This design comes from an exercise in tuning for small area, a short achievable clock period and few clock cycles per item on the open sky130 flow, not from production work.
In this exercise RTL edits were held to simulation tests only and were not proved equivalent to the original.

===== flow/run.sh =====
#!/bin/bash
# synth_recipe.tcl (not shown) runs the flow's synth.tcl, then flattens the netlist and writes it again
# the make line also repeats each setting of config.mk as NAME=value (left out here)
make -C /OpenROAD-flow-scripts/flow DESIGN_CONFIG=/design/flow/config.mk WORK_HOME=/design/flow/orfs CLKGATE_MAP_FILE= SYNTH_SCRIPT=/design/flow/synth_recipe.tcl finish

===== flow/config.mk =====
export PLATFORM = sky130hd
export DESIGN_NAME = bc4_block_decoder
export DESIGN_NICKNAME = bc4_block_decoder
export VERILOG_FILES = /design/flow/design.v
export SDC_FILE = /design/flow/constraint.sdc
export NUM_CORES = 4
export LEC_CHECK = 0
export CAP_MARGIN = 20
export CORE_MARGIN = 2
export CORE_UTILIZATION = 40
export SLEW_MARGIN = 20

===== flow/constraint.sdc =====
create_clock -name core_clock -period 12.0 [get_ports {clk}]
set_input_delay 2.4000 -clock core_clock [delete_from_list [all_inputs] [get_ports {clk}]]
set_output_delay 2.4000 -clock core_clock [all_outputs]
set_load 0.01 [all_outputs]

===== flow/design.v =====
module bc4_block_decoder (
    input  wire         clk,
    input  wire         rst,
    input  wire         in_valid,
    output wire         in_ready,
    input  wire [63:0]  in_block,
    output wire         out_valid,
    input  wire         out_ready,
    output wire [127:0] out_texels
);
    function [11:0] g_tab;
        input [8:0] x;
        begin
            case (x)
                9'd0: g_tab = 12'd0;
                9'd1: g_tab = 12'd0;
                9'd2: g_tab = 12'd0;
                9'd3: g_tab = 12'd0;
                9'd4: g_tab = 12'd0;
                9'd5: g_tab = 12'd0;
                9'd6: g_tab = 12'd0;
                9'd7: g_tab = 12'd0;
                9'd8: g_tab = 12'd0;
                9'd9: g_tab = 12'd0;
                9'd10: g_tab = 12'd0;
                9'd11: g_tab = 12'd0;
                9'd12: g_tab = 12'd0;
                9'd13: g_tab = 12'd0;
                9'd14: g_tab = 12'd0;
                9'd15: g_tab = 12'd0;
                9'd16: g_tab = 12'd0;
                9'd17: g_tab = 12'd0;
                9'd18: g_tab = 12'd0;
                9'd19: g_tab = 12'd0;
                9'd20: g_tab = 12'd0;
                9'd21: g_tab = 12'd0;
                9'd22: g_tab = 12'd0;
                9'd23: g_tab = 12'd0;
                9'd24: g_tab = 12'd0;
                9'd25: g_tab = 12'd0;
                9'd26: g_tab = 12'd0;
                9'd27: g_tab = 12'd0;
                9'd28: g_tab = 12'd0;
                9'd29: g_tab = 12'd0;
                9'd30: g_tab = 12'd0;
                9'd31: g_tab = 12'd0;
                9'd32: g_tab = 12'd0;
                9'd33: g_tab = 12'd0;
                9'd34: g_tab = 12'd0;
                9'd35: g_tab = 12'd0;
                9'd36: g_tab = 12'd0;
                9'd37: g_tab = 12'd0;
                9'd38: g_tab = 12'd0;
                9'd39: g_tab = 12'd0;
                9'd40: g_tab = 12'd0;
                9'd41: g_tab = 12'd0;
                9'd42: g_tab = 12'd0;
                9'd43: g_tab = 12'd0;
                9'd44: g_tab = 12'd0;
                9'd45: g_tab = 12'd0;
                9'd46: g_tab = 12'd0;
                9'd47: g_tab = 12'd0;
                9'd48: g_tab = 12'd0;
                9'd49: g_tab = 12'd0;
                9'd50: g_tab = 12'd0;
                9'd51: g_tab = 12'd0;
                9'd52: g_tab = 12'd0;
                9'd53: g_tab = 12'd0;
                9'd54: g_tab = 12'd0;
                9'd55: g_tab = 12'd0;
                9'd56: g_tab = 12'd0;
                9'd57: g_tab = 12'd0;
                9'd58: g_tab = 12'd0;
                9'd59: g_tab = 12'd0;
                9'd60: g_tab = 12'd0;
                9'd61: g_tab = 12'd0;
                9'd62: g_tab = 12'd0;
                9'd63: g_tab = 12'd0;
                9'd64: g_tab = 12'd0;
                9'd65: g_tab = 12'd256;
                9'd66: g_tab = 12'd0;
                9'd67: g_tab = 12'd258;
                9'd68: g_tab = 12'd0;
                9'd69: g_tab = 12'd256;
                9'd70: g_tab = 12'd0;
                9'd71: g_tab = 12'd258;
                9'd72: g_tab = 12'd0;
                9'd73: g_tab = 12'd256;
                9'd74: g_tab = 12'd0;
                9'd75: g_tab = 12'd258;
                9'd76: g_tab = 12'd0;
                9'd77: g_tab = 12'd256;
                9'd78: g_tab = 12'd0;
                9'd79: g_tab = 12'd258;
                9'd80: g_tab = 12'd0;
                9'd81: g_tab = 12'd256;
                9'd82: g_tab = 12'd0;
                9'd83: g_tab = 12'd258;
                9'd84: g_tab = 12'd0;
                9'd85: g_tab = 12'd256;
                9'd86: g_tab = 12'd0;
                9'd87: g_tab = 12'd258;
                9'd88: g_tab = 12'd0;
                9'd89: g_tab = 12'd256;
                9'd90: g_tab = 12'd0;
                9'd91: g_tab = 12'd258;
                9'd92: g_tab = 12'd0;
                9'd93: g_tab = 12'd256;
                9'd94: g_tab = 12'd0;
                9'd95: g_tab = 12'd258;
                9'd96: g_tab = 12'd0;
                9'd97: g_tab = 12'd256;
                9'd98: g_tab = 12'd0;
                9'd99: g_tab = 12'd258;
                9'd100: g_tab = 12'd0;
                9'd101: g_tab = 12'd256;
                9'd102: g_tab = 12'd0;
                9'd103: g_tab = 12'd384;
                9'd104: g_tab = 12'd0;
                9'd105: g_tab = 12'd0;
                9'd106: g_tab = 12'd0;
                9'd107: g_tab = 12'd392;
                9'd108: g_tab = 12'd0;
                9'd109: g_tab = 12'd0;
                9'd110: g_tab = 12'd0;
                9'd111: g_tab = 12'd384;
                9'd112: g_tab = 12'd0;
                9'd113: g_tab = 12'd0;
                9'd114: g_tab = 12'd0;
                9'd115: g_tab = 12'd386;
                9'd116: g_tab = 12'd0;
                9'd117: g_tab = 12'd0;
                9'd118: g_tab = 12'd0;
                9'd119: g_tab = 12'd384;
                9'd120: g_tab = 12'd0;
                9'd121: g_tab = 12'd0;
                9'd122: g_tab = 12'd0;
                9'd123: g_tab = 12'd388;
                9'd124: g_tab = 12'd0;
                9'd125: g_tab = 12'd0;
                9'd126: g_tab = 12'd0;
                9'd127: g_tab = 12'd384;
                9'd128: g_tab = 12'd0;
                9'd129: g_tab = 12'd0;
                9'd130: g_tab = 12'd512;
                9'd131: g_tab = 12'd392;
                9'd132: g_tab = 12'd0;
                9'd133: g_tab = 12'd0;
                9'd134: g_tab = 12'd514;
                9'd135: g_tab = 12'd384;
                9'd136: g_tab = 12'd0;
                9'd137: g_tab = 12'd0;
                9'd138: g_tab = 12'd512;
                9'd139: g_tab = 12'd386;
                9'd140: g_tab = 12'd0;
                9'd141: g_tab = 12'd0;
                9'd142: g_tab = 12'd514;
                9'd143: g_tab = 12'd384;
                9'd144: g_tab = 12'd0;
                9'd145: g_tab = 12'd0;
                9'd146: g_tab = 12'd512;
                9'd147: g_tab = 12'd388;
                9'd148: g_tab = 12'd0;
                9'd149: g_tab = 12'd0;
                9'd150: g_tab = 12'd514;
                9'd151: g_tab = 12'd384;
                9'd152: g_tab = 12'd0;
                9'd153: g_tab = 12'd0;
                9'd154: g_tab = 12'd512;
                9'd155: g_tab = 12'd392;
                9'd156: g_tab = 12'd0;
                9'd157: g_tab = 12'd0;
                9'd158: g_tab = 12'd514;
                9'd159: g_tab = 12'd384;
                9'd160: g_tab = 12'd0;
                9'd161: g_tab = 12'd0;
                9'd162: g_tab = 12'd512;
                9'd163: g_tab = 12'd416;
                9'd164: g_tab = 12'd0;
                9'd165: g_tab = 12'd0;
                9'd166: g_tab = 12'd514;
                9'd167: g_tab = 12'd384;
                9'd168: g_tab = 12'd0;
                9'd169: g_tab = 12'd0;
                9'd170: g_tab = 12'd512;
                9'd171: g_tab = 12'd448;
                9'd172: g_tab = 12'd0;
                9'd173: g_tab = 12'd0;
                9'd174: g_tab = 12'd514;
                9'd175: g_tab = 12'd384;
                9'd176: g_tab = 12'd0;
                9'd177: g_tab = 12'd0;
                9'd178: g_tab = 12'd512;
                9'd179: g_tab = 12'd512;
                9'd180: g_tab = 12'd0;
                9'd181: g_tab = 12'd0;
                9'd182: g_tab = 12'd514;
                9'd183: g_tab = 12'd384;
                9'd184: g_tab = 12'd0;
                9'd185: g_tab = 12'd0;
                9'd186: g_tab = 12'd512;
                9'd187: g_tab = 12'd512;
                9'd188: g_tab = 12'd0;
                9'd189: g_tab = 12'd0;
                9'd190: g_tab = 12'd514;
                9'd191: g_tab = 12'd384;
                9'd192: g_tab = 12'd0;
                9'd193: g_tab = 12'd0;
                9'd194: g_tab = 12'd512;
                9'd195: g_tab = 12'd512;
                9'd196: g_tab = 12'd0;
                9'd197: g_tab = 12'd0;
                9'd198: g_tab = 12'd514;
                9'd199: g_tab = 12'd384;
                9'd200: g_tab = 12'd0;
                9'd201: g_tab = 12'd0;
                9'd202: g_tab = 12'd512;
                9'd203: g_tab = 12'd512;
                9'd204: g_tab = 12'd0;
                9'd205: g_tab = 12'd512;
                9'd206: g_tab = 12'd768;
                9'd207: g_tab = 12'd0;
                9'd208: g_tab = 12'd528;
                9'd209: g_tab = 12'd0;
                9'd210: g_tab = 12'd0;
                9'd211: g_tab = 12'd768;
                9'd212: g_tab = 12'd0;
                9'd213: g_tab = 12'd0;
                9'd214: g_tab = 12'd2048;
                9'd215: g_tab = 12'd0;
                9'd216: g_tab = 12'd0;
                9'd217: g_tab = 12'd0;
                9'd218: g_tab = 12'd0;
                9'd219: g_tab = 12'd640;
                9'd220: g_tab = 12'd0;
                9'd221: g_tab = 12'd512;
                9'd222: g_tab = 12'd768;
                9'd223: g_tab = 12'd0;
                9'd224: g_tab = 12'd576;
                9'd225: g_tab = 12'd0;
                9'd226: g_tab = 12'd0;
                9'd227: g_tab = 12'd768;
                9'd228: g_tab = 12'd0;
                9'd229: g_tab = 12'd0;
                9'd230: g_tab = 12'd2048;
                9'd231: g_tab = 12'd0;
                9'd232: g_tab = 12'd0;
                9'd233: g_tab = 12'd0;
                9'd234: g_tab = 12'd0;
                9'd235: g_tab = 12'd512;
                9'd236: g_tab = 12'd0;
                9'd237: g_tab = 12'd512;
                9'd238: g_tab = 12'd768;
                9'd239: g_tab = 12'd0;
                9'd240: g_tab = 12'd640;
                9'd241: g_tab = 12'd0;
                9'd242: g_tab = 12'd0;
                9'd243: g_tab = 12'd768;
                9'd244: g_tab = 12'd0;
                9'd245: g_tab = 12'd0;
                9'd246: g_tab = 12'd2048;
                9'd247: g_tab = 12'd0;
                9'd248: g_tab = 12'd0;
                9'd249: g_tab = 12'd0;
                9'd250: g_tab = 12'd0;
                9'd251: g_tab = 12'd512;
                9'd252: g_tab = 12'd0;
                9'd253: g_tab = 12'd512;
                9'd254: g_tab = 12'd2048;
                9'd255: g_tab = 12'd0;
                9'd256: g_tab = 12'd0;
                9'd257: g_tab = 12'd0;
                9'd258: g_tab = 12'd0;
                9'd259: g_tab = 12'd0;
                9'd260: g_tab = 12'd0;
                9'd261: g_tab = 12'd0;
                9'd262: g_tab = 12'd0;
                9'd263: g_tab = 12'd0;
                9'd264: g_tab = 12'd0;
                9'd265: g_tab = 12'd0;
                9'd266: g_tab = 12'd0;
                9'd267: g_tab = 12'd0;
                9'd268: g_tab = 12'd0;
                9'd269: g_tab = 12'd0;
                9'd270: g_tab = 12'd0;
                9'd271: g_tab = 12'd0;
                9'd272: g_tab = 12'd0;
                9'd273: g_tab = 12'd0;
                9'd274: g_tab = 12'd0;
                9'd275: g_tab = 12'd0;
                9'd276: g_tab = 12'd0;
                9'd277: g_tab = 12'd0;
                9'd278: g_tab = 12'd0;
                9'd279: g_tab = 12'd0;
                9'd280: g_tab = 12'd0;
                9'd281: g_tab = 12'd0;
                9'd282: g_tab = 12'd0;
                9'd283: g_tab = 12'd0;
                9'd284: g_tab = 12'd0;
                9'd285: g_tab = 12'd0;
                9'd286: g_tab = 12'd0;
                9'd287: g_tab = 12'd0;
                9'd288: g_tab = 12'd0;
                9'd289: g_tab = 12'd0;
                9'd290: g_tab = 12'd0;
                9'd291: g_tab = 12'd0;
                9'd292: g_tab = 12'd0;
                9'd293: g_tab = 12'd0;
                9'd294: g_tab = 12'd0;
                9'd295: g_tab = 12'd0;
                9'd296: g_tab = 12'd0;
                9'd297: g_tab = 12'd0;
                9'd298: g_tab = 12'd0;
                9'd299: g_tab = 12'd0;
                9'd300: g_tab = 12'd0;
                9'd301: g_tab = 12'd0;
                9'd302: g_tab = 12'd0;
                9'd303: g_tab = 12'd0;
                9'd304: g_tab = 12'd0;
                9'd305: g_tab = 12'd0;
                9'd306: g_tab = 12'd0;
                9'd307: g_tab = 12'd0;
                9'd308: g_tab = 12'd0;
                9'd309: g_tab = 12'd0;
                9'd310: g_tab = 12'd0;
                9'd311: g_tab = 12'd0;
                9'd312: g_tab = 12'd0;
                9'd313: g_tab = 12'd0;
                9'd314: g_tab = 12'd0;
                9'd315: g_tab = 12'd0;
                9'd316: g_tab = 12'd0;
                9'd317: g_tab = 12'd0;
                9'd318: g_tab = 12'd0;
                9'd319: g_tab = 12'd0;
                9'd320: g_tab = 12'd0;
                9'd321: g_tab = 12'd260;
                9'd322: g_tab = 12'd0;
                9'd323: g_tab = 12'd256;
                9'd324: g_tab = 12'd0;
                9'd325: g_tab = 12'd260;
                9'd326: g_tab = 12'd0;
                9'd327: g_tab = 12'd256;
                9'd328: g_tab = 12'd0;
                9'd329: g_tab = 12'd388;
                9'd330: g_tab = 12'd0;
                9'd331: g_tab = 12'd0;
                9'd332: g_tab = 12'd0;
                9'd333: g_tab = 12'd384;
                9'd334: g_tab = 12'd0;
                9'd335: g_tab = 12'd0;
                9'd336: g_tab = 12'd0;
                9'd337: g_tab = 12'd386;
                9'd338: g_tab = 12'd0;
                9'd339: g_tab = 12'd0;
                9'd340: g_tab = 12'd0;
                9'd341: g_tab = 12'd384;
                9'd342: g_tab = 12'd0;
                9'd343: g_tab = 12'd0;
                9'd344: g_tab = 12'd0;
                9'd345: g_tab = 12'd400;
                9'd346: g_tab = 12'd0;
                9'd347: g_tab = 12'd0;
                9'd348: g_tab = 12'd0;
                9'd349: g_tab = 12'd384;
                9'd350: g_tab = 12'd0;
                9'd351: g_tab = 12'd0;
                9'd352: g_tab = 12'd0;
                9'd353: g_tab = 12'd416;
                9'd354: g_tab = 12'd0;
                9'd355: g_tab = 12'd0;
                9'd356: g_tab = 12'd0;
                9'd357: g_tab = 12'd384;
                9'd358: g_tab = 12'd0;
                9'd359: g_tab = 12'd0;
                9'd360: g_tab = 12'd0;
                9'd361: g_tab = 12'd392;
                9'd362: g_tab = 12'd0;
                9'd363: g_tab = 12'd0;
                9'd364: g_tab = 12'd0;
                9'd365: g_tab = 12'd384;
                9'd366: g_tab = 12'd0;
                9'd367: g_tab = 12'd0;
                9'd368: g_tab = 12'd0;
                9'd369: g_tab = 12'd400;
                9'd370: g_tab = 12'd0;
                9'd371: g_tab = 12'd0;
                9'd372: g_tab = 12'd0;
                9'd373: g_tab = 12'd384;
                9'd374: g_tab = 12'd0;
                9'd375: g_tab = 12'd0;
                9'd376: g_tab = 12'd0;
                9'd377: g_tab = 12'd386;
                9'd378: g_tab = 12'd0;
                9'd379: g_tab = 12'd0;
                9'd380: g_tab = 12'd0;
                9'd381: g_tab = 12'd384;
                9'd382: g_tab = 12'd0;
                9'd383: g_tab = 12'd0;
                9'd384: g_tab = 12'd0;
                9'd385: g_tab = 12'd400;
                9'd386: g_tab = 12'd520;
                9'd387: g_tab = 12'd642;
                9'd388: g_tab = 12'd0;
                9'd389: g_tab = 12'd384;
                9'd390: g_tab = 12'd512;
                9'd391: g_tab = 12'd640;
                9'd392: g_tab = 12'd0;
                9'd393: g_tab = 12'd416;
                9'd394: g_tab = 12'd516;
                9'd395: g_tab = 12'd656;
                9'd396: g_tab = 12'd0;
                9'd397: g_tab = 12'd384;
                9'd398: g_tab = 12'd512;
                9'd399: g_tab = 12'd640;
                9'd400: g_tab = 12'd0;
                9'd401: g_tab = 12'd392;
                9'd402: g_tab = 12'd776;
                9'd403: g_tab = 12'd896;
                9'd404: g_tab = 12'd0;
                9'd405: g_tab = 12'd0;
                9'd406: g_tab = 12'd0;
                9'd407: g_tab = 12'd392;
                9'd408: g_tab = 12'd512;
                9'd409: g_tab = 12'd672;
                9'd410: g_tab = 12'd768;
                9'd411: g_tab = 12'd912;
                9'd412: g_tab = 12'd0;
                9'd413: g_tab = 12'd0;
                9'd414: g_tab = 12'd0;
                9'd415: g_tab = 12'd384;
                9'd416: g_tab = 12'd516;
                9'd417: g_tab = 12'd640;
                9'd418: g_tab = 12'd772;
                9'd419: g_tab = 12'd896;
                9'd420: g_tab = 12'd0;
                9'd421: g_tab = 12'd0;
                9'd422: g_tab = 12'd0;
                9'd423: g_tab = 12'd388;
                9'd424: g_tab = 12'd512;
                9'd425: g_tab = 12'd656;
                9'd426: g_tab = 12'd768;
                9'd427: g_tab = 12'd904;
                9'd428: g_tab = 12'd0;
                9'd429: g_tab = 12'd0;
                9'd430: g_tab = 12'd0;
                9'd431: g_tab = 12'd384;
                9'd432: g_tab = 12'd512;
                9'd433: g_tab = 12'd640;
                9'd434: g_tab = 12'd772;
                9'd435: g_tab = 12'd896;
                9'd436: g_tab = 12'd0;
                9'd437: g_tab = 12'd0;
                9'd438: g_tab = 12'd0;
                9'd439: g_tab = 12'd416;
                9'd440: g_tab = 12'd512;
                9'd441: g_tab = 12'd656;
                9'd442: g_tab = 12'd768;
                9'd443: g_tab = 12'd928;
                9'd444: g_tab = 12'd0;
                9'd445: g_tab = 12'd0;
                9'd446: g_tab = 12'd0;
                9'd447: g_tab = 12'd384;
                9'd448: g_tab = 12'd520;
                9'd449: g_tab = 12'd640;
                9'd450: g_tab = 12'd784;
                9'd451: g_tab = 12'd896;
                9'd452: g_tab = 12'd0;
                9'd453: g_tab = 12'd0;
                9'd454: g_tab = 12'd0;
                9'd455: g_tab = 12'd512;
                9'd456: g_tab = 12'd512;
                9'd457: g_tab = 12'd768;
                9'd458: g_tab = 12'd768;
                9'd459: g_tab = 12'd1024;
                9'd460: g_tab = 12'd0;
                9'd461: g_tab = 12'd0;
                9'd462: g_tab = 12'd0;
                9'd463: g_tab = 12'd384;
                9'd464: g_tab = 12'd516;
                9'd465: g_tab = 12'd640;
                9'd466: g_tab = 12'd776;
                9'd467: g_tab = 12'd896;
                9'd468: g_tab = 12'd0;
                9'd469: g_tab = 12'd0;
                9'd470: g_tab = 12'd0;
                9'd471: g_tab = 12'd512;
                9'd472: g_tab = 12'd512;
                9'd473: g_tab = 12'd768;
                9'd474: g_tab = 12'd768;
                9'd475: g_tab = 12'd1024;
                9'd476: g_tab = 12'd0;
                9'd477: g_tab = 12'd0;
                9'd478: g_tab = 12'd0;
                9'd479: g_tab = 12'd384;
                9'd480: g_tab = 12'd544;
                9'd481: g_tab = 12'd640;
                9'd482: g_tab = 12'd800;
                9'd483: g_tab = 12'd896;
                9'd484: g_tab = 12'd0;
                9'd485: g_tab = 12'd0;
                9'd486: g_tab = 12'd0;
                9'd487: g_tab = 12'd512;
                9'd488: g_tab = 12'd512;
                9'd489: g_tab = 12'd768;
                9'd490: g_tab = 12'd768;
                9'd491: g_tab = 12'd1024;
                9'd492: g_tab = 12'd0;
                9'd493: g_tab = 12'd0;
                9'd494: g_tab = 12'd0;
                9'd495: g_tab = 12'd0;
                9'd496: g_tab = 12'd640;
                9'd497: g_tab = 12'd512;
                9'd498: g_tab = 12'd896;
                9'd499: g_tab = 12'd768;
                9'd500: g_tab = 12'd0;
                9'd501: g_tab = 12'd0;
                9'd502: g_tab = 12'd0;
                9'd503: g_tab = 12'd512;
                9'd504: g_tab = 12'd512;
                9'd505: g_tab = 12'd768;
                9'd506: g_tab = 12'd768;
                9'd507: g_tab = 12'd1024;
                9'd508: g_tab = 12'd0;
                9'd509: g_tab = 12'd0;
                9'd510: g_tab = 12'd0;
                9'd511: g_tab = 12'd0;
                default: g_tab = 12'd0;
            endcase
        end
    endfunction
    function [11:0] t3_tab;
        input [7:0] x;
        begin
            case (x)
                8'd0: t3_tab = 12'd0;
                8'd1: t3_tab = 12'd4;
                8'd2: t3_tab = 12'd8;
                8'd3: t3_tab = 12'd8;
                8'd4: t3_tab = 12'd16;
                8'd5: t3_tab = 12'd16;
                8'd6: t3_tab = 12'd16;
                8'd7: t3_tab = 12'd16;
                8'd8: t3_tab = 12'd32;
                8'd9: t3_tab = 12'd32;
                8'd10: t3_tab = 12'd32;
                8'd11: t3_tab = 12'd32;
                8'd12: t3_tab = 12'd32;
                8'd13: t3_tab = 12'd32;
                8'd14: t3_tab = 12'd32;
                8'd15: t3_tab = 12'd32;
                8'd16: t3_tab = 12'd64;
                8'd17: t3_tab = 12'd64;
                8'd18: t3_tab = 12'd64;
                8'd19: t3_tab = 12'd64;
                8'd20: t3_tab = 12'd64;
                8'd21: t3_tab = 12'd64;
                8'd22: t3_tab = 12'd64;
                8'd23: t3_tab = 12'd64;
                8'd24: t3_tab = 12'd64;
                8'd25: t3_tab = 12'd64;
                8'd26: t3_tab = 12'd64;
                8'd27: t3_tab = 12'd64;
                8'd28: t3_tab = 12'd64;
                8'd29: t3_tab = 12'd64;
                8'd30: t3_tab = 12'd64;
                8'd31: t3_tab = 12'd64;
                8'd32: t3_tab = 12'd128;
                8'd33: t3_tab = 12'd128;
                8'd34: t3_tab = 12'd128;
                8'd35: t3_tab = 12'd128;
                8'd36: t3_tab = 12'd128;
                8'd37: t3_tab = 12'd128;
                8'd38: t3_tab = 12'd128;
                8'd39: t3_tab = 12'd128;
                8'd40: t3_tab = 12'd128;
                8'd41: t3_tab = 12'd128;
                8'd42: t3_tab = 12'd128;
                8'd43: t3_tab = 12'd128;
                8'd44: t3_tab = 12'd128;
                8'd45: t3_tab = 12'd128;
                8'd46: t3_tab = 12'd128;
                8'd47: t3_tab = 12'd128;
                8'd48: t3_tab = 12'd128;
                8'd49: t3_tab = 12'd128;
                8'd50: t3_tab = 12'd128;
                8'd51: t3_tab = 12'd128;
                8'd52: t3_tab = 12'd128;
                8'd53: t3_tab = 12'd128;
                8'd54: t3_tab = 12'd128;
                8'd55: t3_tab = 12'd128;
                8'd56: t3_tab = 12'd128;
                8'd57: t3_tab = 12'd128;
                8'd58: t3_tab = 12'd128;
                8'd59: t3_tab = 12'd128;
                8'd60: t3_tab = 12'd128;
                8'd61: t3_tab = 12'd128;
                8'd62: t3_tab = 12'd128;
                8'd63: t3_tab = 12'd128;
                8'd64: t3_tab = 12'd256;
                8'd65: t3_tab = 12'd128;
                8'd66: t3_tab = 12'd256;
                8'd67: t3_tab = 12'd128;
                8'd68: t3_tab = 12'd256;
                8'd69: t3_tab = 12'd128;
                8'd70: t3_tab = 12'd256;
                8'd71: t3_tab = 12'd128;
                8'd72: t3_tab = 12'd256;
                8'd73: t3_tab = 12'd128;
                8'd74: t3_tab = 12'd256;
                8'd75: t3_tab = 12'd128;
                8'd76: t3_tab = 12'd256;
                8'd77: t3_tab = 12'd128;
                8'd78: t3_tab = 12'd256;
                8'd79: t3_tab = 12'd128;
                8'd80: t3_tab = 12'd256;
                8'd81: t3_tab = 12'd128;
                8'd82: t3_tab = 12'd256;
                8'd83: t3_tab = 12'd128;
                8'd84: t3_tab = 12'd256;
                8'd85: t3_tab = 12'd128;
                8'd86: t3_tab = 12'd256;
                8'd87: t3_tab = 12'd128;
                8'd88: t3_tab = 12'd256;
                8'd89: t3_tab = 12'd128;
                8'd90: t3_tab = 12'd256;
                8'd91: t3_tab = 12'd128;
                8'd92: t3_tab = 12'd256;
                8'd93: t3_tab = 12'd128;
                8'd94: t3_tab = 12'd256;
                8'd95: t3_tab = 12'd128;
                8'd96: t3_tab = 12'd256;
                8'd97: t3_tab = 12'd128;
                8'd98: t3_tab = 12'd256;
                8'd99: t3_tab = 12'd128;
                8'd100: t3_tab = 12'd256;
                8'd101: t3_tab = 12'd128;
                8'd102: t3_tab = 12'd256;
                8'd103: t3_tab = 12'd128;
                8'd104: t3_tab = 12'd256;
                8'd105: t3_tab = 12'd128;
                8'd106: t3_tab = 12'd256;
                8'd107: t3_tab = 12'd128;
                8'd108: t3_tab = 12'd256;
                8'd109: t3_tab = 12'd128;
                8'd110: t3_tab = 12'd256;
                8'd111: t3_tab = 12'd128;
                8'd112: t3_tab = 12'd256;
                8'd113: t3_tab = 12'd128;
                8'd114: t3_tab = 12'd256;
                8'd115: t3_tab = 12'd128;
                8'd116: t3_tab = 12'd256;
                8'd117: t3_tab = 12'd128;
                8'd118: t3_tab = 12'd256;
                8'd119: t3_tab = 12'd128;
                8'd120: t3_tab = 12'd256;
                8'd121: t3_tab = 12'd128;
                8'd122: t3_tab = 12'd256;
                8'd123: t3_tab = 12'd128;
                8'd124: t3_tab = 12'd256;
                8'd125: t3_tab = 12'd128;
                8'd126: t3_tab = 12'd256;
                8'd127: t3_tab = 12'd128;
                8'd128: t3_tab = 12'd512;
                8'd129: t3_tab = 12'd384;
                8'd130: t3_tab = 12'd256;
                8'd131: t3_tab = 12'd384;
                8'd132: t3_tab = 12'd512;
                8'd133: t3_tab = 12'd384;
                8'd134: t3_tab = 12'd256;
                8'd135: t3_tab = 12'd384;
                8'd136: t3_tab = 12'd512;
                8'd137: t3_tab = 12'd384;
                8'd138: t3_tab = 12'd256;
                8'd139: t3_tab = 12'd384;
                8'd140: t3_tab = 12'd512;
                8'd141: t3_tab = 12'd384;
                8'd142: t3_tab = 12'd256;
                8'd143: t3_tab = 12'd384;
                8'd144: t3_tab = 12'd512;
                8'd145: t3_tab = 12'd384;
                8'd146: t3_tab = 12'd256;
                8'd147: t3_tab = 12'd384;
                8'd148: t3_tab = 12'd512;
                8'd149: t3_tab = 12'd384;
                8'd150: t3_tab = 12'd256;
                8'd151: t3_tab = 12'd384;
                8'd152: t3_tab = 12'd512;
                8'd153: t3_tab = 12'd384;
                8'd154: t3_tab = 12'd256;
                8'd155: t3_tab = 12'd384;
                8'd156: t3_tab = 12'd512;
                8'd157: t3_tab = 12'd384;
                8'd158: t3_tab = 12'd256;
                8'd159: t3_tab = 12'd384;
                8'd160: t3_tab = 12'd512;
                8'd161: t3_tab = 12'd384;
                8'd162: t3_tab = 12'd256;
                8'd163: t3_tab = 12'd384;
                8'd164: t3_tab = 12'd512;
                8'd165: t3_tab = 12'd384;
                8'd166: t3_tab = 12'd256;
                8'd167: t3_tab = 12'd384;
                8'd168: t3_tab = 12'd512;
                8'd169: t3_tab = 12'd384;
                8'd170: t3_tab = 12'd256;
                8'd171: t3_tab = 12'd384;
                8'd172: t3_tab = 12'd512;
                8'd173: t3_tab = 12'd128;
                8'd174: t3_tab = 12'd256;
                8'd175: t3_tab = 12'd384;
                8'd176: t3_tab = 12'd512;
                8'd177: t3_tab = 12'd640;
                8'd178: t3_tab = 12'd256;
                8'd179: t3_tab = 12'd384;
                8'd180: t3_tab = 12'd512;
                8'd181: t3_tab = 12'd128;
                8'd182: t3_tab = 12'd256;
                8'd183: t3_tab = 12'd384;
                8'd184: t3_tab = 12'd512;
                8'd185: t3_tab = 12'd640;
                8'd186: t3_tab = 12'd256;
                8'd187: t3_tab = 12'd384;
                8'd188: t3_tab = 12'd512;
                8'd189: t3_tab = 12'd128;
                8'd190: t3_tab = 12'd256;
                8'd191: t3_tab = 12'd384;
                8'd192: t3_tab = 12'd512;
                8'd193: t3_tab = 12'd640;
                8'd194: t3_tab = 12'd256;
                8'd195: t3_tab = 12'd384;
                8'd196: t3_tab = 12'd512;
                8'd197: t3_tab = 12'd128;
                8'd198: t3_tab = 12'd256;
                8'd199: t3_tab = 12'd384;
                8'd200: t3_tab = 12'd512;
                8'd201: t3_tab = 12'd640;
                8'd202: t3_tab = 12'd256;
                8'd203: t3_tab = 12'd384;
                8'd204: t3_tab = 12'd512;
                8'd205: t3_tab = 12'd128;
                8'd206: t3_tab = 12'd256;
                8'd207: t3_tab = 12'd384;
                8'd208: t3_tab = 12'd512;
                8'd209: t3_tab = 12'd640;
                8'd210: t3_tab = 12'd256;
                8'd211: t3_tab = 12'd384;
                8'd212: t3_tab = 12'd512;
                8'd213: t3_tab = 12'd128;
                8'd214: t3_tab = 12'd256;
                8'd215: t3_tab = 12'd384;
                8'd216: t3_tab = 12'd512;
                8'd217: t3_tab = 12'd640;
                8'd218: t3_tab = 12'd256;
                8'd219: t3_tab = 12'd384;
                8'd220: t3_tab = 12'd512;
                8'd221: t3_tab = 12'd128;
                8'd222: t3_tab = 12'd256;
                8'd223: t3_tab = 12'd384;
                8'd224: t3_tab = 12'd512;
                8'd225: t3_tab = 12'd640;
                8'd226: t3_tab = 12'd256;
                8'd227: t3_tab = 12'd384;
                8'd228: t3_tab = 12'd512;
                8'd229: t3_tab = 12'd128;
                8'd230: t3_tab = 12'd256;
                8'd231: t3_tab = 12'd384;
                8'd232: t3_tab = 12'd512;
                8'd233: t3_tab = 12'd640;
                8'd234: t3_tab = 12'd256;
                8'd235: t3_tab = 12'd384;
                8'd236: t3_tab = 12'd512;
                8'd237: t3_tab = 12'd128;
                8'd238: t3_tab = 12'd256;
                8'd239: t3_tab = 12'd384;
                8'd240: t3_tab = 12'd512;
                8'd241: t3_tab = 12'd640;
                8'd242: t3_tab = 12'd256;
                8'd243: t3_tab = 12'd384;
                8'd244: t3_tab = 12'd512;
                8'd245: t3_tab = 12'd128;
                8'd246: t3_tab = 12'd256;
                8'd247: t3_tab = 12'd384;
                8'd248: t3_tab = 12'd512;
                8'd249: t3_tab = 12'd640;
                8'd250: t3_tab = 12'd256;
                8'd251: t3_tab = 12'd384;
                8'd252: t3_tab = 12'd512;
                8'd253: t3_tab = 12'd128;
                8'd254: t3_tab = 12'd256;
                8'd255: t3_tab = 12'd384;
                default: t3_tab = 12'd0;
            endcase
        end
    endfunction
    function [11:0] t5_tab;
        input [7:0] x;
        begin
            case (x)
                8'd0: t5_tab = 12'd0;
                8'd1: t5_tab = 12'd4;
                8'd2: t5_tab = 12'd8;
                8'd3: t5_tab = 12'd8;
                8'd4: t5_tab = 12'd16;
                8'd5: t5_tab = 12'd16;
                8'd6: t5_tab = 12'd16;
                8'd7: t5_tab = 12'd32;
                8'd8: t5_tab = 12'd32;
                8'd9: t5_tab = 12'd32;
                8'd10: t5_tab = 12'd32;
                8'd11: t5_tab = 12'd32;
                8'd12: t5_tab = 12'd32;
                8'd13: t5_tab = 12'd64;
                8'd14: t5_tab = 12'd64;
                8'd15: t5_tab = 12'd64;
                8'd16: t5_tab = 12'd64;
                8'd17: t5_tab = 12'd64;
                8'd18: t5_tab = 12'd64;
                8'd19: t5_tab = 12'd64;
                8'd20: t5_tab = 12'd64;
                8'd21: t5_tab = 12'd64;
                8'd22: t5_tab = 12'd64;
                8'd23: t5_tab = 12'd64;
                8'd24: t5_tab = 12'd64;
                8'd25: t5_tab = 12'd64;
                8'd26: t5_tab = 12'd128;
                8'd27: t5_tab = 12'd128;
                8'd28: t5_tab = 12'd128;
                8'd29: t5_tab = 12'd128;
                8'd30: t5_tab = 12'd128;
                8'd31: t5_tab = 12'd128;
                8'd32: t5_tab = 12'd128;
                8'd33: t5_tab = 12'd128;
                8'd34: t5_tab = 12'd128;
                8'd35: t5_tab = 12'd128;
                8'd36: t5_tab = 12'd128;
                8'd37: t5_tab = 12'd128;
                8'd38: t5_tab = 12'd128;
                8'd39: t5_tab = 12'd128;
                8'd40: t5_tab = 12'd128;
                8'd41: t5_tab = 12'd128;
                8'd42: t5_tab = 12'd128;
                8'd43: t5_tab = 12'd128;
                8'd44: t5_tab = 12'd128;
                8'd45: t5_tab = 12'd128;
                8'd46: t5_tab = 12'd128;
                8'd47: t5_tab = 12'd128;
                8'd48: t5_tab = 12'd128;
                8'd49: t5_tab = 12'd128;
                8'd50: t5_tab = 12'd128;
                8'd51: t5_tab = 12'd128;
                8'd52: t5_tab = 12'd256;
                8'd53: t5_tab = 12'd128;
                8'd54: t5_tab = 12'd256;
                8'd55: t5_tab = 12'd128;
                8'd56: t5_tab = 12'd256;
                8'd57: t5_tab = 12'd128;
                8'd58: t5_tab = 12'd256;
                8'd59: t5_tab = 12'd128;
                8'd60: t5_tab = 12'd256;
                8'd61: t5_tab = 12'd128;
                8'd62: t5_tab = 12'd256;
                8'd63: t5_tab = 12'd128;
                8'd64: t5_tab = 12'd256;
                8'd65: t5_tab = 12'd384;
                8'd66: t5_tab = 12'd256;
                8'd67: t5_tab = 12'd384;
                8'd68: t5_tab = 12'd256;
                8'd69: t5_tab = 12'd384;
                8'd70: t5_tab = 12'd256;
                8'd71: t5_tab = 12'd384;
                8'd72: t5_tab = 12'd256;
                8'd73: t5_tab = 12'd384;
                8'd74: t5_tab = 12'd256;
                8'd75: t5_tab = 12'd384;
                8'd76: t5_tab = 12'd256;
                8'd77: t5_tab = 12'd384;
                8'd78: t5_tab = 12'd256;
                8'd79: t5_tab = 12'd384;
                8'd80: t5_tab = 12'd256;
                8'd81: t5_tab = 12'd384;
                8'd82: t5_tab = 12'd256;
                8'd83: t5_tab = 12'd384;
                8'd84: t5_tab = 12'd256;
                8'd85: t5_tab = 12'd384;
                8'd86: t5_tab = 12'd256;
                8'd87: t5_tab = 12'd384;
                8'd88: t5_tab = 12'd256;
                8'd89: t5_tab = 12'd384;
                8'd90: t5_tab = 12'd256;
                8'd91: t5_tab = 12'd384;
                8'd92: t5_tab = 12'd256;
                8'd93: t5_tab = 12'd384;
                8'd94: t5_tab = 12'd256;
                8'd95: t5_tab = 12'd384;
                8'd96: t5_tab = 12'd256;
                8'd97: t5_tab = 12'd384;
                8'd98: t5_tab = 12'd256;
                8'd99: t5_tab = 12'd384;
                8'd100: t5_tab = 12'd256;
                8'd101: t5_tab = 12'd384;
                8'd102: t5_tab = 12'd256;
                8'd103: t5_tab = 12'd128;
                8'd104: t5_tab = 12'd512;
                8'd105: t5_tab = 12'd384;
                8'd106: t5_tab = 12'd256;
                8'd107: t5_tab = 12'd128;
                8'd108: t5_tab = 12'd512;
                8'd109: t5_tab = 12'd384;
                8'd110: t5_tab = 12'd256;
                8'd111: t5_tab = 12'd128;
                8'd112: t5_tab = 12'd512;
                8'd113: t5_tab = 12'd384;
                8'd114: t5_tab = 12'd256;
                8'd115: t5_tab = 12'd128;
                8'd116: t5_tab = 12'd512;
                8'd117: t5_tab = 12'd384;
                8'd118: t5_tab = 12'd256;
                8'd119: t5_tab = 12'd128;
                8'd120: t5_tab = 12'd512;
                8'd121: t5_tab = 12'd384;
                8'd122: t5_tab = 12'd256;
                8'd123: t5_tab = 12'd128;
                8'd124: t5_tab = 12'd512;
                8'd125: t5_tab = 12'd384;
                8'd126: t5_tab = 12'd256;
                8'd127: t5_tab = 12'd128;
                8'd128: t5_tab = 12'd512;
                8'd129: t5_tab = 12'd384;
                8'd130: t5_tab = 12'd768;
                8'd131: t5_tab = 12'd640;
                8'd132: t5_tab = 12'd512;
                8'd133: t5_tab = 12'd896;
                8'd134: t5_tab = 12'd768;
                8'd135: t5_tab = 12'd640;
                8'd136: t5_tab = 12'd512;
                8'd137: t5_tab = 12'd384;
                8'd138: t5_tab = 12'd768;
                8'd139: t5_tab = 12'd640;
                8'd140: t5_tab = 12'd512;
                8'd141: t5_tab = 12'd896;
                8'd142: t5_tab = 12'd768;
                8'd143: t5_tab = 12'd640;
                8'd144: t5_tab = 12'd512;
                8'd145: t5_tab = 12'd384;
                8'd146: t5_tab = 12'd768;
                8'd147: t5_tab = 12'd640;
                8'd148: t5_tab = 12'd512;
                8'd149: t5_tab = 12'd896;
                8'd150: t5_tab = 12'd768;
                8'd151: t5_tab = 12'd640;
                8'd152: t5_tab = 12'd512;
                8'd153: t5_tab = 12'd384;
                8'd154: t5_tab = 12'd768;
                8'd155: t5_tab = 12'd640;
                8'd156: t5_tab = 12'd512;
                8'd157: t5_tab = 12'd896;
                8'd158: t5_tab = 12'd768;
                8'd159: t5_tab = 12'd640;
                8'd160: t5_tab = 12'd512;
                8'd161: t5_tab = 12'd384;
                8'd162: t5_tab = 12'd768;
                8'd163: t5_tab = 12'd640;
                8'd164: t5_tab = 12'd512;
                8'd165: t5_tab = 12'd896;
                8'd166: t5_tab = 12'd768;
                8'd167: t5_tab = 12'd640;
                8'd168: t5_tab = 12'd512;
                8'd169: t5_tab = 12'd384;
                8'd170: t5_tab = 12'd768;
                8'd171: t5_tab = 12'd640;
                8'd172: t5_tab = 12'd512;
                8'd173: t5_tab = 12'd896;
                8'd174: t5_tab = 12'd768;
                8'd175: t5_tab = 12'd640;
                8'd176: t5_tab = 12'd512;
                8'd177: t5_tab = 12'd384;
                8'd178: t5_tab = 12'd768;
                8'd179: t5_tab = 12'd640;
                8'd180: t5_tab = 12'd512;
                8'd181: t5_tab = 12'd896;
                8'd182: t5_tab = 12'd768;
                8'd183: t5_tab = 12'd640;
                8'd184: t5_tab = 12'd512;
                8'd185: t5_tab = 12'd384;
                8'd186: t5_tab = 12'd768;
                8'd187: t5_tab = 12'd640;
                8'd188: t5_tab = 12'd512;
                8'd189: t5_tab = 12'd896;
                8'd190: t5_tab = 12'd768;
                8'd191: t5_tab = 12'd640;
                8'd192: t5_tab = 12'd512;
                8'd193: t5_tab = 12'd384;
                8'd194: t5_tab = 12'd768;
                8'd195: t5_tab = 12'd640;
                8'd196: t5_tab = 12'd512;
                8'd197: t5_tab = 12'd896;
                8'd198: t5_tab = 12'd768;
                8'd199: t5_tab = 12'd640;
                8'd200: t5_tab = 12'd512;
                8'd201: t5_tab = 12'd384;
                8'd202: t5_tab = 12'd768;
                8'd203: t5_tab = 12'd640;
                8'd204: t5_tab = 12'd512;
                8'd205: t5_tab = 12'd896;
                8'd206: t5_tab = 12'd256;
                8'd207: t5_tab = 12'd640;
                8'd208: t5_tab = 12'd1024;
                8'd209: t5_tab = 12'd384;
                8'd210: t5_tab = 12'd768;
                8'd211: t5_tab = 12'd128;
                8'd212: t5_tab = 12'd512;
                8'd213: t5_tab = 12'd896;
                8'd214: t5_tab = 12'd256;
                8'd215: t5_tab = 12'd640;
                8'd216: t5_tab = 12'd1024;
                8'd217: t5_tab = 12'd384;
                8'd218: t5_tab = 12'd768;
                8'd219: t5_tab = 12'd1152;
                8'd220: t5_tab = 12'd512;
                8'd221: t5_tab = 12'd896;
                8'd222: t5_tab = 12'd256;
                8'd223: t5_tab = 12'd640;
                8'd224: t5_tab = 12'd1024;
                8'd225: t5_tab = 12'd384;
                8'd226: t5_tab = 12'd768;
                8'd227: t5_tab = 12'd128;
                8'd228: t5_tab = 12'd512;
                8'd229: t5_tab = 12'd896;
                8'd230: t5_tab = 12'd256;
                8'd231: t5_tab = 12'd640;
                8'd232: t5_tab = 12'd1024;
                8'd233: t5_tab = 12'd384;
                8'd234: t5_tab = 12'd768;
                8'd235: t5_tab = 12'd1152;
                8'd236: t5_tab = 12'd512;
                8'd237: t5_tab = 12'd896;
                8'd238: t5_tab = 12'd256;
                8'd239: t5_tab = 12'd640;
                8'd240: t5_tab = 12'd1024;
                8'd241: t5_tab = 12'd384;
                8'd242: t5_tab = 12'd768;
                8'd243: t5_tab = 12'd128;
                8'd244: t5_tab = 12'd512;
                8'd245: t5_tab = 12'd896;
                8'd246: t5_tab = 12'd256;
                8'd247: t5_tab = 12'd640;
                8'd248: t5_tab = 12'd1024;
                8'd249: t5_tab = 12'd384;
                8'd250: t5_tab = 12'd768;
                8'd251: t5_tab = 12'd1152;
                8'd252: t5_tab = 12'd512;
                8'd253: t5_tab = 12'd896;
                8'd254: t5_tab = 12'd256;
                8'd255: t5_tab = 12'd640;
                default: t5_tab = 12'd0;
            endcase
        end
    endfunction
    function [7:0] msb1;
        input [7:0] x;
        integer i;
        begin
            msb1 = 8'd0;
            for (i = 0; i < 8; i = i + 1)
                if (x[i]) msb1 = 8'd1 << i;
        end
    endfunction
    reg  [63:0]  ib, sk;
    reg          ib_v, sk_v;
    reg          rdy;
    reg  [127:0] ob;
    reg          ob_v;
    wire         ob_free = !ob_v || out_ready;
    wire         deq     = ib_v && ob_free;
    wire         acc     = in_valid && rdy;
    wire [1:0]   cnt_nx  = {1'b0, ib_v} + {1'b0, sk_v} - {1'b0, deq} + {1'b0, acc};
    wire [127:0] texels;
    always @(posedge clk) begin
        if (rst) begin
            ib_v <= 1'b0;
            sk_v <= 1'b0;
            ob_v <= 1'b0;
            rdy  <= 1'b1;
        end else begin
            ib_v <= (cnt_nx != 2'd0);
            sk_v <= (cnt_nx == 2'd2);
            rdy  <= (cnt_nx != 2'd2);
            if (ob_free) ob_v <= ib_v;
        end
        if (deq || !ib_v) ib <= sk_v ? sk : in_block;
        if (deq || !sk_v) sk <= in_block;
        if (ob_free) ob <= texels;
    end
    assign in_ready   = rdy;
    assign out_valid  = ob_v;
    assign out_texels = ob;
    wire [7:0]  a   = ib[7:0];
    wire [7:0]  b   = ib[15:8];
    wire        six = (a > b);
    wire [7:0]  u   = six ? (a - b) : (b - a);
    wire [5:0]  q   = six ? (u / 8'd7) : (u / 8'd5);
    wire [2:0]  r   = six ? (u % 8'd7) : (u % 8'd5);
    wire        exact = (r == 3'd0);
    wire [7:0]  pa = msb1(a);
    wire [7:0]  pb = msb1(b);
    wire [11:0] ta1 = {4'd0, pa};
    wire [11:0] ta2 = {3'd0, pa, 1'b0};
    wire [11:0] ta4 = {2'd0, pa, 2'b0};
    wire [11:0] ta3 = t3_tab(a);
    wire [11:0] ta5 = t5_tab(a);
    wire [11:0] ta6 = {ta3[10:0], 1'b0};
    wire [11:0] tb1 = {4'd0, pb};
    wire [11:0] tb2 = {3'd0, pb, 1'b0};
    wire [11:0] tb4 = {2'd0, pb, 2'b0};
    wire [11:0] tb3 = t3_tab(b);
    wire [11:0] tb5 = t5_tab(b);
    wire [11:0] tb6 = {tb3[10:0], 1'b0};
    wire [11:0] tsum1 = tb1 + (six ? ta6 : ta4);
    wire [11:0] tsum2 = tb2 + (six ? ta5 : ta3);
    wire [11:0] tsum3 = tb3 + (six ? ta4 : ta2);
    wire [11:0] tsum4 = tb4 + (six ? ta3 : ta1);
    wire [11:0] tsum5 = tb5 + ta2;
    wire [11:0] tsum6 = tb6 + ta1;
    function [7:0] entry;
        input        six_i;
        input [7:0]  a_i;
        input [5:0]  q_i;
        input [2:0]  r_i;
        input [2:0]  s_i;
        reg   [8:0]  sq;
        reg   [5:0]  sr;
        reg   [5:0]  f;
        begin
            sq = q_i * s_i;
            sr = s_i * r_i;
            if (six_i) begin
                f = (sr + 6'd6) / 6'd7;
                entry = a_i - sq[7:0] - {2'd0, f};
            end else begin
                f = sr / 6'd5;
                entry = a_i + sq[7:0] + {2'd0, f};
            end
        end
    endfunction
    wire [7:0] e1 = entry(six, a, q, r, 3'd1);
    wire [7:0] e2 = entry(six, a, q, r, 3'd2);
    wire [7:0] e3 = entry(six, a, q, r, 3'd3);
    wire [7:0] e4 = entry(six, a, q, r, 3'd4);
    wire [7:0] e5 = entry(1'b1, a, q, r, 3'd5);
    wire [7:0] e6 = entry(1'b1, a, q, r, 3'd6);
    wire c1 = exact && (tsum1 < g_tab({six, e1}));
    wire c2 = exact && (tsum2 < g_tab({six, e2}));
    wire c3 = exact && (tsum3 < g_tab({six, e3}));
    wire c4 = exact && (tsum4 < g_tab({six, e4}));
    wire c5 = exact && (tsum5 < g_tab({1'b1, e5}));
    wire c6 = exact && (tsum6 < g_tab({1'b1, e6}));
    wire [7:0] p0 = a;
    wire [7:0] p1 = b;
    wire [7:0] p2 = e1 - {7'd0, c1};
    wire [7:0] p3 = e2 - {7'd0, c2};
    wire [7:0] p4 = e3 - {7'd0, c3};
    wire [7:0] p5 = e4 - {7'd0, c4};
    wire [7:0] p6 = six ? (e5 - {7'd0, c5}) : 8'd0;
    wire [7:0] p7 = six ? (e6 - {7'd0, c6}) : 8'd255;
    genvar t;
    generate
        for (t = 0; t < 16; t = t + 1) begin : g_texel
            wire [2:0] c = ib[16 + 3*t +: 3];
            assign texels[8*t +: 8] =
                (c == 3'd0) ? p0 : (c == 3'd1) ? p1 : (c == 3'd2) ? p2 : (c == 3'd3) ? p3 :
                (c == 3'd4) ? p4 : (c == 3'd5) ? p5 : (c == 3'd6) ? p6 : p7;
        end
    endgenerate
endmodule

==> results.yml <==
run_status:
  status: "did not finish"
  failed_stage: "synthesis (1_2_yosys)"
  stop_error: "ERROR: TCL interpreter returned an error: Source files actually used in the design:"
synth:
  yosys_warnings: 1
Testbench counts, summed over its fixed seeds: cycles 976, items 960.
